Source: an optimization exercise on an open RTL-to-GDS flow (aim: small area, a short achievable clock period and few clock cycles per item). Production flows keep margins and buffers that such runs may drop. Function was checked by simulation only, so behaviour that the tests miss may differ from the original.

## flow/run.sh

```bash
#!/bin/bash
# synth_recipe.tcl (not shown) runs the flow's synth.tcl, then flattens the netlist and writes it again
# the make line also repeats each setting of config.mk as NAME=value (left out here)
make -C /OpenROAD-flow-scripts/flow DESIGN_CONFIG=/design/flow/config.mk WORK_HOME=/design/flow/orfs CLKGATE_MAP_FILE= SYNTH_SCRIPT=/design/flow/synth_recipe.tcl finish
```

## flow/config.mk

```make
export PLATFORM = sky130hd
export DESIGN_NAME = env_bank
export DESIGN_NICKNAME = env_bank
export VERILOG_FILES = /design/flow/design.v
export SDC_FILE = /design/flow/constraint.sdc
export NUM_CORES = 4
export LEC_CHECK = 0
export CAP_MARGIN = 20
export CORE_MARGIN = 2
export CORE_UTILIZATION = 40
export SLEW_MARGIN = 20
```

## flow/constraint.sdc

```tcl
create_clock -name core_clock -period 20.0 [get_ports {clk}]
set_input_delay 4.0000 -clock core_clock [delete_from_list [all_inputs] [get_ports {clk}]]
set_output_delay 4.0000 -clock core_clock [all_outputs]
set_load 0.01 [all_outputs]
```

## flow/design.v

```verilog
module fsub_pos (
    input  wire [30:0] x,
    input  wire [30:0] w,
    output reg  [30:0] y
);
    wire [7:0]  ex = x[30:23];
    wire [7:0]  ew = w[30:23];
    wire        zw = (ew == 8'd0);
    wire [7:0]  d  = ex - ew;
    wire [4:0]  dd = (zw | (d > 8'd27)) ? 5'd27 : d[4:0];
    wire [26:0] ms = zw ? 27'd0 : {1'b1, w[22:0], 3'b000};
    wire [53:0] ext = {ms, 27'd0} >> dd;
    wire [26:0] mal = {ext[53:28], ext[27] | (|ext[26:0])};
    wire [26:0] dif = {1'b1, x[22:0], 3'b000} - mal;
    reg  [4:0]  lz;
    integer     i;
    always @* begin
        lz = 5'd27;
        for (i = 0; i <= 26; i = i + 1)
            if (dif[i]) lz = 5'd26 - i[4:0];
    end
    reg  [26:0] nn;
    reg         up;
    reg  [24:0] mr;
    reg  signed [9:0] e;
    always @* begin
        nn = dif << lz;
        up = nn[2] & (nn[1] | nn[0] | nn[3]);
        mr = {1'b0, nn[26:3]} + {24'd0, up};
        e  = $signed({2'b00, ex}) - $signed({5'd0, lz}) + (mr[24] ? 10'sd1 : 10'sd0);
        if (dif == 27'd0 || e <= 10'sd0)
            y = 31'd0;
        else
            y = {e[7:0], mr[24] ? mr[23:1] : mr[22:0]};
    end
endmodule
module fadd_pos_align (
    input  wire [30:0] a,
    input  wire [30:0] b,
    output wire [7:0]  eb,      
    output wire [23:0] mb,      
    output wire [26:0] mal      
);
    wire        ab  = (a >= b);
    wire [30:0] big = ab ? a : b;
    wire [30:0] sml = ab ? b : a;
    wire [7:0]  d   = big[30:23] - sml[30:23];
    wire [4:0]  dd  = (d > 8'd27) ? 5'd27 : d[4:0];
    wire [53:0] ext = {1'b1, sml[22:0], 3'b000, 27'd0} >> dd;
    assign eb  = big[30:23];
    assign mb  = {1'b1, big[22:0]};
    assign mal = {ext[53:28], ext[27] | (|ext[26:0])};
endmodule
module fadd_pos_sum (
    input  wire [7:0]  eb,
    input  wire [23:0] mb,
    input  wire [26:0] mal,
    output wire [30:0] y
);
    wire [27:0] s  = {1'b0, mb, 3'b000} + {1'b0, mal};
    wire [26:0] nn = s[27] ? {s[27:2], s[1] | s[0]} : s[26:0];
    wire        up = nn[2] & (nn[1] | nn[0] | nn[3]);
    wire [24:0] mr = {1'b0, nn[26:3]} + {24'd0, up};
    wire [7:0]  e  = eb + {7'd0, s[27]} + {7'd0, mr[24]};
    assign y = {e, mr[24] ? mr[23:1] : mr[22:0]};
endmodule
module mant_mul (
    input  wire [23:0] a,
    input  wire [23:0] b,
    output wire [47:0] p
);
    assign p = a * b;
endmodule
module srt_iter (
    input  wire [27:0] ws,
    input  wire [27:0] wc,
    input  wire [23:0] d,
    output wire [27:0] ws_o,
    output wire [27:0] wc_o,
    output wire        qp,
    output wire        qn
);
    wire [27:0] s2 = {ws[26:0], 1'b0};
    wire [27:0] c2 = {wc[26:0], 1'b0};
    wire [3:0]  y  = s2[27:24] + c2[27:24];
    wire        q1 = ~y[3];
    wire        qm = y[3] & ~(y == 4'b1111);
    wire [27:0] dd = {3'b000, d, 1'b0};
    wire [27:0] t  = q1 ? ~dd : (qm ? dd : 28'd0);
    wire [27:0] mj = (s2 & c2) | (s2 & t) | (c2 & t);
    assign ws_o = s2 ^ c2 ^ t;
    assign wc_o = {mj[26:0], q1};
    assign qp = q1;
    assign qn = qm;
endmodule
module srt_div_pipe #(
    parameter SW  = 16,    
    parameter IPS = 3,     
    parameter VW  = 4      
) (
    input  wire          clk,
    input  wire          rst,
    input  wire [23:0]   x,
    input  wire [22:0]   d,       
    input  wire [SW-1:0] si,
    output wire [27:0]   ws,
    output wire [27:0]   wc,
    output wire [25:0]   qp,
    output wire [25:0]   qn,
    output wire [22:0]   dq,
    output wire [SW-1:0] so
);
    localparam NIT = 26;
    localparam NS  = (NIT + IPS - 1) / IPS;
    reg  [27:0]   r_ws [0:NS-1];
    reg  [27:0]   r_wc [0:NS-1];
    reg  [25:0]   r_qp [0:NS-1];
    reg  [25:0]   r_qn [0:NS-1];
    reg  [22:0]   r_d  [0:NS-1];
    reg  [SW-1:0] r_s  [0:NS-1];
    wire [27:0] i_ws [0:NIT];
    wire [27:0] i_wc [0:NIT];
    wire [25:0] i_qp [0:NIT];
    wire [25:0] i_qn [0:NIT];
    genvar i, k;
    generate
        for (i = 0; i < NIT; i = i + 1) begin : it
            wire [27:0] a_ws, a_wc;
            wire [25:0] a_qp, a_qn;
            wire [22:0] a_d;
            if (i == 0) begin : first
                assign a_ws = {4'd0, x};
                assign a_wc = 28'd0;
                assign a_qp = 26'd0;
                assign a_qn = 26'd0;
                assign a_d  = d;
            end else if (i % IPS == 0) begin : fromreg
                assign a_ws = r_ws[i/IPS-1];
                assign a_wc = r_wc[i/IPS-1];
                assign a_qp = r_qp[i/IPS-1];
                assign a_qn = r_qn[i/IPS-1];
                assign a_d  = r_d[i/IPS-1];
            end else begin : chain
                assign a_ws = i_ws[i];
                assign a_wc = i_wc[i];
                assign a_qp = i_qp[i];
                assign a_qn = i_qn[i];
                if (i < IPS) begin : s0
                    assign a_d = d;
                end else begin : sn
                    assign a_d = r_d[i/IPS-1];
                end
            end
            wire qpb, qnb;
            srt_iter u (.ws(a_ws), .wc(a_wc), .d({1'b1, a_d}),
                        .ws_o(i_ws[i+1]), .wc_o(i_wc[i+1]), .qp(qpb), .qn(qnb));
            assign i_qp[i+1] = {a_qp[24:0], qpb};
            assign i_qn[i+1] = {a_qn[24:0], qnb};
        end
        for (k = 0; k < NS; k = k + 1) begin : st
            localparam LAST = ((k + 1) * IPS > NIT) ? NIT : (k + 1) * IPS;
            always @(posedge clk) begin
                r_ws[k] <= i_ws[LAST];
                r_wc[k] <= i_wc[LAST];
                r_qp[k] <= i_qp[LAST];
                r_qn[k] <= i_qn[LAST];
                if (k == 0) begin
                    r_d[k] <= d;
                    r_s[k] <= si;
                end else begin
                    r_d[k] <= r_d[k-1];
                    r_s[k] <= r_s[k-1];
                end
                if (rst)
                    r_s[k][VW-1:0] <= {VW{1'b0}};
            end
        end
    endgenerate
    assign ws = r_ws[NS-1];
    assign wc = r_wc[NS-1];
    assign qp = r_qp[NS-1];
    assign qn = r_qn[NS-1];
    assign dq = r_d[NS-1];
    assign so = r_s[NS-1];
endmodule
module srt_final (
    input  wire [27:0] ws,
    input  wire [27:0] wc,
    input  wire [25:0] qp,
    input  wire [25:0] qn,
    input  wire [22:0] d,
    input  wire [9:0]  xe,
    input  wire        nz,
    output wire [30:0] q
);
    wire [27:0] fr   = ws + wc;
    wire        fneg = fr[27];
    wire [27:0] frd  = fr + {3'b000, 1'b1, d, 1'b0};
    wire        fst  = fneg ? (frd != 28'd0) : (fr != 28'd0);
    wire [25:0] fq   = qp - qn - {25'd0, fneg};
    wire        fhi  = fq[25];
    wire [23:0] fm   = fhi ? fq[25:2] : fq[24:1];
    wire        fg   = fhi ? fq[1] : fq[0];
    wire        fs   = fst | (fhi & fq[0]);
    wire        fup  = fg & (fs | fm[0]);
    wire [24:0] fmr  = {1'b0, fm} + {24'd0, fup};
    wire signed [9:0] fe = $signed(xe) + (fhi ? 10'sd1 : 10'sd0) + (fmr[24] ? 10'sd1 : 10'sd0);
    assign q = (nz || fe <= 10'sd0) ? 31'd0
             : {fe[7:0], fmr[24] ? fmr[23:1] : fmr[22:0]};
endmodule
module u32_norm (
    input  wire [31:0] g,
    output wire [31:0] n,
    output wire [4:0]  p,
    output wire        z
);
    reg [4:0] lz;
    integer i;
    always @* begin
        lz = 5'd0;
        for (i = 0; i < 32; i = i + 1)
            if (g[i]) lz = 5'd31 - i[4:0];
    end
    assign n = g << lz;
    assign p = 5'd31 - lz;
    assign z = (g == 32'd0);
endmodule
module ts_mul (
    input  wire [31:0] n,
    input  wire [4:0]  p,
    input  wire        z,
    output wire [30:0] t
);
    wire        up1 = n[7] & (n[8] | (|n[6:0]));
    wire [24:0] m25 = {1'b0, n[31:8]} + {24'd0, up1};
    wire [23:0] m   = m25[24] ? 24'h800000 : m25[23:0];
    wire [5:0]  pe  = {1'b0, p} + {5'd0, m25[24]};
    wire [30:0] pr  = {m, 7'd0} - {5'd0, m, 2'd0} + {7'd0, m};
    wire        hi  = pr[30];
    wire [23:0] mt  = hi ? pr[30:7] : pr[29:6];
    wire        g2  = hi ? pr[6] : pr[5];
    wire        s2  = hi ? (|pr[5:0]) : (|pr[4:0]);
    wire        up2 = g2 & (s2 | mt[0]);
    wire [24:0] mr  = {1'b0, mt} + {24'd0, up2};
    wire [7:0]  e   = 8'd121 + {2'd0, pe} + {7'd0, hi} + {7'd0, mr[24]};
    assign t = z ? 31'd0 : {e, mr[24] ? mr[23:1] : mr[22:0]};
endmodule
module env_bank (
    input  wire        clk,
    input  wire        rst,
    input  wire        cmd_valid,
    output wire        cmd_ready,
    input  wire [2:0]  cmd_op,
    input  wire [1:0]  cmd_env,
    input  wire [31:0] cmd_data,
    output reg         res_valid,
    output reg  [31:0] res_level,
    output reg         res_done
);
    localparam [2:0] OP_ATTACK = 3'd0, OP_DECAY = 3'd1, OP_SUSTAIN = 3'd2,
                     OP_TRIGGER = 3'd3, OP_STOP = 3'd4, OP_AGE = 3'd5,
                     OP_LEVEL = 3'd6, OP_STEP = 3'd7;
    localparam [31:0] F_ZERO     = 32'h00000000;
    localparam [31:0] F_ONE      = 32'h3F800000;   
    localparam [31:0] F_TIME_MIN = 32'h3DCCCCCD;   
    localparam [31:0] F_THRESH   = 32'h3A83126F;   
    localparam [31:0] F_A_RESET  = 32'h3F800000;   
    function automatic [31:0] daz(input [31:0] x);
        daz = (x[30:23] == 8'd0) ? {x[31], 31'd0} : x;
    endfunction
    function automatic flt_lt(input [31:0] p, input [31:0] q);
        reg [31:0] pp, qq;
        begin
            pp = daz(p);
            qq = daz(q);
            if (pp[30:0] == 31'd0 && qq[30:0] == 31'd0)
                flt_lt = 1'b0;
            else if (pp[31] != qq[31])
                flt_lt = pp[31];
            else if (pp[31])
                flt_lt = pp[30:0] > qq[30:0];
            else
                flt_lt = pp[30:0] < qq[30:0];
        end
    endfunction
    reg        c_v, c_ph, rdy;
    reg [2:0]  c_op;
    reg [1:0]  c_env;
    reg [31:0] c_data;
    assign cmd_ready = rdy;
    wire acc    = cmd_valid & rdy;
    wire c_hold = c_v & (c_op == OP_SUSTAIN) & ~c_ph;
    always @(posedge clk) begin
        if (rst) begin
            c_v  <= 1'b0;
            c_ph <= 1'b0;
            rdy  <= 1'b1;
        end else if (c_hold) begin
            c_ph <= 1'b1;
            rdy  <= 1'b1;
        end else begin
            c_v  <= acc;
            c_ph <= 1'b0;
            rdy  <= ~(acc & (cmd_op == OP_SUSTAIN));
        end
        if (!c_hold) begin
            c_op  <= cmd_op;
            c_env <= cmd_env;
        end
        c_data <= cmd_data;
    end
    reg [30:0] env_a   [0:3];
    reg [30:0] env_d   [0:3];
    reg [31:0] env_s   [0:3];
    reg [31:0] env_age [0:3];
    reg [3:0]  env_act;
    reg [31:0] cache   [0:3];
    wire [30:0] a_e   = env_a[c_env];
    wire [30:0] d_e   = env_d[c_env];
    wire [31:0] age_e = env_age[c_env];
    wire        act_e = env_act[c_env];
    wire c_att  = (c_op == OP_ATTACK);
    wire c_dec  = (c_op == OP_DECAY);
    wire c_sus  = (c_op == OP_SUSTAIN);
    wire c_trg  = (c_op == OP_TRIGGER);
    wire c_stp  = (c_op == OP_STOP);
    wire c_age  = (c_op == OP_AGE);
    wire c_lvl  = (c_op == OP_LEVEL);
    wire c_step = (c_op == OP_STEP);
    wire [31:0] tcl   = flt_lt(c_data, F_TIME_MIN) ? F_TIME_MIN : c_data;
    wire [31:0] s_lo  = flt_lt(c_data, F_ZERO) ? F_ZERO : c_data;
    wire [31:0] s_cl  = flt_lt(F_ONE, s_lo) ? F_ONE : s_lo;
    wire [31:0] age_inc = (&age_e) ? age_e : age_e + 32'd1;
    reg        i_ev, i_res, i_sd, i_zw;    
    reg        i_step, i_act, i_ss;
    reg [1:0]  i_env;
    reg [31:0] i_g;
    reg [30:0] i_a, i_d;
    integer k;
    always @(posedge clk) begin
        i_ev   <= 1'b0;
        i_res  <= 1'b0;
        i_sd   <= 1'b0;
        i_zw   <= 1'b0;
        i_step <= c_step;
        i_act  <= act_e;
        i_env  <= c_env;
        i_ss   <= s_cl[31];
        i_g    <= c_step ? age_inc : (c_age ? c_data : age_e);
        i_a    <= c_att ? tcl[30:0] : a_e;
        i_d    <= (c_sus & ~c_ph) ? s_cl[30:0] : (c_dec ? tcl[30:0] : d_e);
        if (rst) begin
            env_act <= 4'd0;
            for (k = 0; k < 4; k = k + 1) begin
                env_a[k]   <= F_A_RESET[30:0];
                env_d[k]   <= F_TIME_MIN[30:0];
                env_age[k] <= 32'd0;
            end
        end else if (c_v) begin
            i_ev  <= act_e & (c_att | c_dec | c_age | c_lvl | c_step | (c_sus & c_ph));
            i_res <= c_lvl | c_step;
            i_sd  <= c_sus & ~c_ph;
            i_zw  <= c_trg;
            case (c_op)
                OP_ATTACK:  env_a[c_env] <= tcl[30:0];
                OP_DECAY:   env_d[c_env] <= tcl[30:0];
                OP_TRIGGER: begin
                    env_age[c_env] <= 32'd0;
                    env_act[c_env] <= 1'b1;
                end
                OP_STOP:    env_act[c_env] <= 1'b0;
                OP_AGE:     env_age[c_env] <= c_data;
                OP_STEP:    env_age[c_env] <= age_inc;
                default: ;
            endcase
        end
    end
    wire [31:0] n1;
    wire [4:0]  p1;
    wire        z1;
    wire [7:0]  eb1;
    wire [23:0] mb1;
    wire [26:0] mal1;
    u32_norm       u_norm  (.g(i_g), .n(n1), .p(p1), .z(z1));
    fadd_pos_align u_adal  (.a(i_a), .b(i_d), .eb(eb1), .mb(mb1), .mal(mal1));
    reg        e1_ev, e1_res, e1_sd, e1_zw;
    reg        e1_step, e1_act, e1_ss, e1_z;
    reg [1:0]  e1_env;
    reg [31:0] e1_n;
    reg [4:0]  e1_p;
    reg [7:0]  e1_eb;
    reg [23:0] e1_mb;
    reg [26:0] e1_mal;
    reg [30:0] e1_a, e1_d;
    always @(posedge clk) begin
        {e1_ev, e1_res, e1_sd, e1_zw} <= rst ? 4'd0 : {i_ev, i_res, i_sd, i_zw};
        {e1_step, e1_act, e1_ss, e1_env} <= {i_step, i_act, i_ss, i_env};
        e1_n <= n1;  e1_p <= p1;  e1_z <= z1;
        e1_eb <= eb1;  e1_mb <= mb1;  e1_mal <= mal1;
        e1_a <= i_a;  e1_d <= i_d;
    end
    wire [30:0] t2, ad2;
    ts_mul       u_ts  (.n(e1_n), .p(e1_p), .z(e1_z), .t(t2));
    fadd_pos_sum u_ads (.eb(e1_eb), .mb(e1_mb), .mal(e1_mal), .y(ad2));
    reg        e2_ev, e2_res, e2_sd, e2_zw;
    reg        e2_step, e2_act, e2_ss;
    reg [1:0]  e2_env;
    reg [30:0] e2_t, e2_ad, e2_a, e2_d;
    always @(posedge clk) begin
        {e2_ev, e2_res, e2_sd, e2_zw} <= rst ? 4'd0 : {e1_ev, e1_res, e1_sd, e1_zw};
        {e2_step, e2_act, e2_ss, e2_env} <= {e1_step, e1_act, e1_ss, e1_env};
        e2_t <= t2;  e2_ad <= ad2;  e2_a <= e1_a;  e2_d <= e1_d;
    end
    wire [30:0] u3;
    fsub_pos u_tma (.x(e2_t), .w(e2_a), .y(u3));
    wire        att3 = (e2_t < e2_a);
    wire        sus3 = ~att3 & ~(e2_t < e2_ad);
    wire [30:0] num3 = att3 ? e2_t : u3;
    wire [30:0] dv3  = (att3 & ~e2_sd) ? e2_a : e2_d;
    wire        nz3  = (num3[30:23] == 8'd0);
    wire [9:0]  xe3  = e2_sd ? {1'b0, e2_ss, e2_d[30:23]}
                             : {2'b00, num3[30:23]} - {2'b00, dv3[30:23]} + 10'd126;
    reg        e3_ev, e3_res, e3_sd, e3_zw;
    reg        e3_step, e3_act, e3_att, e3_sus, e3_nz;
    reg [1:0]  e3_env;
    reg [9:0]  e3_xe;
    reg [23:0] e3_x;
    reg [22:0] e3_dv;
    always @(posedge clk) begin
        {e3_ev, e3_res, e3_sd, e3_zw} <= rst ? 4'd0 : {e2_ev, e2_res, e2_sd, e2_zw};
        {e3_step, e3_act, e3_env} <= {e2_step, e2_act, e2_env};
        e3_att <= att3;  e3_sus <= sus3;  e3_nz <= nz3;
        e3_xe  <= xe3;
        e3_x   <= {1'b1, num3[22:0]};
        e3_dv  <= dv3[22:0];
    end
    localparam SW = 21;
    wire [27:0]   dws, dwc;
    wire [25:0]   dqp, dqn;
    wire [22:0]   ddq;
    wire [SW-1:0] dso;
    srt_div_pipe #(.SW(SW), .IPS(3), .VW(4)) u_div (
        .clk(clk), .rst(rst), .x(e3_x), .d(e3_dv),
        .si({e3_step, e3_act, e3_env, e3_att, e3_sus, e3_nz, e3_xe,
             e3_ev, e3_res, e3_sd, e3_zw}),
        .ws(dws), .wc(dwc), .qp(dqp), .qn(dqn), .dq(ddq), .so(dso));
    wire       d_step = dso[20], d_act = dso[19];
    wire [1:0] d_env  = dso[18:17];
    wire       d_att  = dso[16], d_sus = dso[15], d_nz = dso[14];
    wire [9:0] d_xe   = dso[13:4];
    wire       d_ev   = dso[3], d_res = dso[2], d_sd = dso[1], d_zw = dso[0];
    wire [30:0] q1;
    srt_final u_dfin (.ws(dws), .wc(dwc), .qp(dqp), .qn(dqn), .d(ddq), .xe(d_xe), .nz(d_nz), .q(q1));
    wire [31:0] s_f  = env_s[d_env];
    wire [30:0] v1;
    fsub_pos u_oms (.x(F_ONE[30:0]), .w(s_f[31] ? 31'd0 : s_f[30:0]), .y(v1));
    always @(posedge clk) begin
        if (rst) begin
            for (k = 0; k < 4; k = k + 1)
                env_s[k] <= F_ZERO;
        end else if (d_sd)
            env_s[d_env] <= {d_xe[8:0], ddq};
    end
    reg        f_ev, f_res, f_zw;
    reg        f_step, f_act, f_att, f_dec;
    reg [1:0]  f_env;
    reg [30:0] f_q, f_v;
    reg [31:0] f_alt;
    always @(posedge clk) begin
        {f_ev, f_res, f_zw} <= rst ? 3'd0 : {d_ev, d_res, d_zw};
        {f_step, f_act, f_env, f_att} <= {d_step, d_act, d_env, d_att};
        f_dec <= ~d_att & ~d_sus;
        f_q   <= q1;
        f_v   <= v1;
        f_alt <= d_att ? {1'b0, q1} : s_f;
    end
    wire [47:0] mp;
    mant_mul u_mul (.a({1'b1, f_v[22:0]}), .b({1'b1, f_q[22:0]}), .p(mp));
    wire        mz  = (f_v[30:23] == 8'd0) | (f_q[30:23] == 8'd0);
    wire [9:0]  mex = {2'b00, f_v[30:23]} + {2'b00, f_q[30:23]} - 10'd127;
    reg        m_ev, m_res, m_zw;
    reg        m_step, m_act, m_att, m_dec, m_z;
    reg [1:0]  m_env;
    reg [47:0] m_p;
    reg [9:0]  m_e;
    reg [31:0] m_alt;
    always @(posedge clk) begin
        {m_ev, m_res, m_zw} <= rst ? 3'd0 : {f_ev, f_res, f_zw};
        {m_step, m_act, m_env, m_att, m_dec} <= {f_step, f_act, f_env, f_att, f_dec};
        m_p <= mp;  m_e <= mex;  m_z <= mz;
        m_alt <= f_alt;
    end
    wire        nhi = m_p[47];
    wire [23:0] nm  = nhi ? m_p[47:24] : m_p[46:23];
    wire        ng  = nhi ? m_p[23] : m_p[22];
    wire        ns  = nhi ? (|m_p[22:0]) : (|m_p[21:0]);
    wire        nup = ng & (ns | nm[0]);
    wire [24:0] nmr = {1'b0, nm} + {24'd0, nup};
    wire signed [9:0] ne = $signed(m_e) + (nhi ? 10'sd1 : 10'sd0) + (nmr[24] ? 10'sd1 : 10'sd0);
    wire [30:0] w2  = (m_z || ne <= 10'sd0) ? 31'd0
                    : {ne[7:0], nmr[24] ? nmr[23:1] : nmr[22:0]};
    reg        n_ev, n_res, n_zw;
    reg        n_step, n_act, n_att, n_dec;
    reg [1:0]  n_env;
    reg [30:0] n_w;
    reg [31:0] n_alt;
    always @(posedge clk) begin
        {n_ev, n_res, n_zw} <= rst ? 3'd0 : {m_ev, m_res, m_zw};
        {n_step, n_act, n_env, n_att, n_dec} <= {m_step, m_act, m_env, m_att, m_dec};
        n_w <= w2;
        n_alt <= m_alt;
    end
    wire [30:0] lv;
    fsub_pos u_omw (.x(F_ONE[30:0]), .w(n_w), .y(lv));
    reg        l_ev, l_res, l_zw;
    reg        l_step, l_act, l_att;
    reg [1:0]  l_env;
    reg [31:0] l_lvl;
    always @(posedge clk) begin
        {l_ev, l_res, l_zw} <= rst ? 3'd0 : {n_ev, n_res, n_zw};
        {l_step, l_act, l_env, l_att} <= {n_step, n_act, n_env, n_att};
        l_lvl <= n_dec ? {1'b0, lv} : n_alt;
    end
    wire o_done = ~l_att & ~(~l_lvl[31] & (l_lvl[30:0] > F_THRESH[30:0]));
    always @(posedge clk) begin
        res_valid <= rst ? 1'b0 : l_res;
        res_level <= ~l_act ? F_ZERO : (l_step ? cache[l_env] : l_lvl);
        res_done  <= ~l_act | o_done;
        if (l_ev)
            cache[l_env] <= l_lvl;
        else if (l_zw)
            cache[l_env] <= F_ZERO;
    end
endmodule
```

==> reports/qor.json <==
{
  "max_stage_delay": {"value": 1.04, "unit": "ns"},
  "synth-edff-count": {"value": 637},
  "status": {"value": "complete, no violations"},
  "post_cts_buffers": {"value": 0},
  "drtAntennaViolNets": {"value": 0},
  "final.hold.worst_slack": {"value": 0.291, "unit": "ns"},
  "avg_inst_size_synth": {"value": 9.79, "unit": "um2"},
  "grt_start_max_net_pins": {"value": 90},
  "critPathSlowestCell": {"value": "o311ai_1"},
  "mostFrequentLayoutCell": {"value": "dfxtp_1"},
  "post_cts_resize_count": {"value": 0},
  "timing.final.crit_share": {"value": 88.5, "unit": "%"},
  "cts_root_buffer": {"value": "clkbuf_16"},
  "hold_path_startpoint": {"value": "u_div.r_s[1][19]"},
  "final_net_count": {"value": 17100},
  "syn-num-nets": {"value": 17100},
  "worstRegToRegCells": {"value": 65},
  "drt_iter0_drc": {"value": 9166},
  "initial_antenna_violation_count": {"value": 21},
  "routabilityCongestion": {"value": 0.929},
  "critical_path.startpoint_type": {"value": "flip-flop"},
  "worst_ep_required_time": {"value": 20.74, "unit": "ns"},
  "cap_violations": {"value": 0},
  "worst_setup_hold_path_clk_slew": {"value": 0.06, "unit": "ns"},
  "drv_slew": {"value": 0},
  "synth_cell_types": {"value": 122},
  "finalWorstSetupSlack": {"value": 2.31, "unit": "ns"},
  "max_freq": {"value": 56.5, "unit": "MHz"},
  "postRouteWirelength": {"value": 431000, "unit": "um"},
  "count_of_state_elements_after_synthesis": {"value": 2595},
  "synth-async-reset-ratio": {"value": 0, "unit": "%"},
  "route.vias.total": {"value": 110000},
  "syn-cell-area": {"value": 0.150, "unit": "mm2"},
  "rr_endpoint": {"value": "e3_xe[8]"},
  "reg2reg_from": {"value": "e2_a[23]"},
  "htree_levels": {"value": 5},
  "top_flip_flop_cell_by_instance_count_after_synthesis": {"value": "dfxtp_1"},
  "cts_buffers": {"value": 280},
  "rsz0062_at_grt": {"value": "no"},
  "timing.critical_path.to_type": {"value": "flip-flop"},
  "pin_count": {"value": 75},
  "timing_hold_violations_final": {"value": 0},
  "all_layer_global_routing_usage": {"value": 22.3, "unit": "%"},
  "core": {"value": 0.375, "unit": "mm2"},
  "min_delay_worst_endpoint": {"value": "u_div.r_s[2][19]"},
  "remaining_drc_errors": {"value": 0},
  "cts_sinks": {"value": 2595},
  "hold_buffers": {"value": 0},
  "ff2ff_setup_slack": {"value": 2.31, "unit": "ns"},
  "setup_tns": {"value": 0, "unit": "ns"},
  "die_y": {"value": 617, "unit": "um"},
  "final.setup_skew": {"value": 0.0771, "unit": "ns"},
  "vias_in_the_first_global_route": {"value": 109000},
  "die_w": {"value": 617, "unit": "um"},
  "worst_hold_check_path_type": {"value": "reg -> reg"},
  "initial_core_util": {"value": 40.1, "unit": "%"},
  "critical_path_arrival": {"value": 18.43, "unit": "ns"},
  "avgViaCountPerCell": {"value": 5.35},
  "tritoncts_clock_tree": {"value": "built"},
  "tightestPinTransition": {"value": 1.34, "unit": "ns"},
  "synth_sequential_area_ratio": {"value": 38.8, "unit": "%"},
  "synthesis.yosys.warnings": {"value": 16},
  "layout_common_cells": {"value": "1,940 x dfxtp_1, 1,851 x inv_1, 1,570 x nand2_1, 1,104 x fa_1, 1,081 x nor2_1"},
  "cells_after_synth": {"value": 15400},
  "clock_latency": {"value": 0.93, "unit": "ns"},
  "finalSetupViolCount": {"value": 0},
  "dpl_worst_slack": {"value": 2.56, "unit": "ns"},
  "overflow": {"value": 0},
  "global_route_wire_length_before_repair": {"value": 664000, "unit": "um"},
  "portBuffers": {"value": 74},
  "dieArea": {"value": 0.381, "unit": "mm2"},
  "drt-pass1-iter-count": {"value": 6},
  "maxSlewHeadroom": {"value": 9.91, "unit": "%"},
  "layout_stage_area_growth_over_the_synthesis_result": {"value": 11.0, "unit": "%"},
  "cts_max_path_buffers": {"value": 4},
  "detailedPlacementHpwl": {"value": 319000, "unit": "um"},
  "core.rowCount": {"value": 225},
  "crit_type": {"value": "reg -> reg"},
  "final.fill_count": {"value": 35700},
  "post_drt_wl_per_cell": {"value": 21.0, "unit": "um"},
  "min_delay_path_depth": {"value": 0},
  "period_needed": {"value": 17.69, "unit": "ns"},
  "post_route_cells_drive_above_1_share": {"value": 7.92, "unit": "%"},
  "crit_path_max_fanout": {"value": 21},
  "cp_common_cell": {"value": "ha_1"}
}
-- registers in the layout, summed over array words and instances, names as in the netlist, 48 cells and up, named ones only --
register	flops
u_div.r_qn	125
u_div.r_wc	218
u_div.r_d	207
env_s	128
env_a	124
cache	128
m_p	48
u_div.r_ws	244
u_div.r_s	189
env_age	128
env_d	124
u_div.r_qp	115
-- worst max-delay path by stage --
stage,cells past startpoint,slack [ns],endpoint,start
after global placement,67,2.50,e3_xe[8],e2_t[23]
after detailed placement,66,2.56,e3_xe[8],e2_t[23]
after global routing,66,1.25,e3_xe[8],e2_t[23]
after floorplan,70,6.43,e3_xe[8],e2_t[23]
final,65,2.31,e3_xe[8],e2_a[23]
after CTS,65,2.50,e3_xe[8],e2_a[23]
-- layout make-up --
class / instances / area (um2) / area share [%]
multi-input combinational: 10200 / 83100 / 49.8
tap: 4994 / 6250 / 3.74
sequential: 2595 / 58400 / 35.0
inverter: 1858 / 6980 / 4.18
timing repair buffer: 318 / 2610 / 1.56
antenna: 8 / 20.0 / 0.0120
clock inverter: 136 / 1650 / 0.987
clock buffer: 371 / 7930 / 4.75
-- stage by stage --
step | instance area [um2] | utilization (%) | std cells
finish | 167000 | 44.5 | 20500
global route | 167000 | 44.5 | 20500
CTS | 167000 | 44.5 | 20500
detailed placement | 157000 | 42.0 | 20000
global placement | 157000 | 41.9 | 20000
floorplan | 150000 | - | 15400
-- worst max-delay path: cells and delay by family, from the launching register on --
family | cells | cell delay [ns]
AO/OA/AOI/OAI | 26 | 7.81
AND/OR/NAND/NOR | 20 | 4.99
adder cells (fa/ha/maj) | 7 | 1.64
buffers and inverters | 7 | 1.41
XOR/XNOR | 4 | 0.92
flip-flops | 1 | 0.44
multiplexers | 1 | 0.28
-- cells in the mapped netlist (all sizes together) (28+ instances only) --
master | instances | area share [%]
a211oi | 129 | 0.66
mux2i | 306 | 2.0
a21o | 126 | 0.63
dfxtp | 1958 | 26
o21ai | 845 | 2.8
a21boi | 42 | 0.21
nor3 | 219 | 0.75
or3 | 60 | 0.25
buf | 127 | 0.42
ha | 635 | 5.3
a21oi | 740 | 2.5
nor4 | 91 | 0.40
a22oi | 33 | 0.17
nor3b | 33 | 0.17
o211ai | 67 | 0.33
a31oi | 132 | 0.57
nand2 | 1576 | 3.9
and2 | 494 | 2.1
mux2 | 136 | 1.0
xnor2 | 387 | 2.3
o22ai | 92 | 0.38
a311oi | 28 | 0.16
edfxtp | 637 | 13
clkbuf | 545 | 1.4
mux4 | 161 | 2.4
o21bai | 60 | 0.30
o21a | 55 | 0.27
nor2 | 1089 | 2.7
nand2b | 98 | 0.41
or2 | 54 | 0.22
o311ai | 34 | 0.20
nor2b | 173 | 0.72
inv | 1856 | 4.6
a22o | 41 | 0.24
nand4 | 102 | 0.43
xor2 | 196 | 1.1
fa | 1104 | 15
nand3 | 236 | 0.80
and3 | 171 | 0.71
o31ai | 50 | 0.25
-- logic make-up after synthesis --
logic type	share of synthesized area (%)
xor+xnor	3.40
mux	5.47
compound gates	11.8
fa+ha+maj	20.0
buf+inv	6.42
simple gates	14.2
flops	38.8
-- layer usage --
metal / GRT usage [%] / vias to the layer above / routed length [um]
li1: - / 51600 / -
met1: 29.7 / 54200 / 186000
met2: 37.5 / 3266 / 205000
met3: 2.69 / 749 / 24500
met4: 7.77 / 6 / 15500
met5: 0 / - / 40
Testbench counts, summed over its fixed seeds: cycles 20,002, items 19,200.

[separate check: timing with driven ports]
In the flow no input, the clock included, has a driving cell. The finished layout below was timed again as built, in two steps.
Step 1 sets driving cells, clkbuf_16 on the clock port and buf_2 on the other inputs (assumed; they add their load-dependent delay and slew).
Step 2 also shifts input and output timing later by t, the mid clock arrival at the registers, as if the neighbouring blocks saw the same clock.
Three values: ideal ports, drivers, drivers and shift; two values: the first two.
t, ns: 1.001
setup slack, ns: 2.309 / 2.309 / 2.309
clock arrival spread, ns: 0.106 / 0.106
After both steps this run still meets setup and hold. For this run, drivers alone change the setup slack by 0.000 ns; drivers and shift together by 0.000 ns.
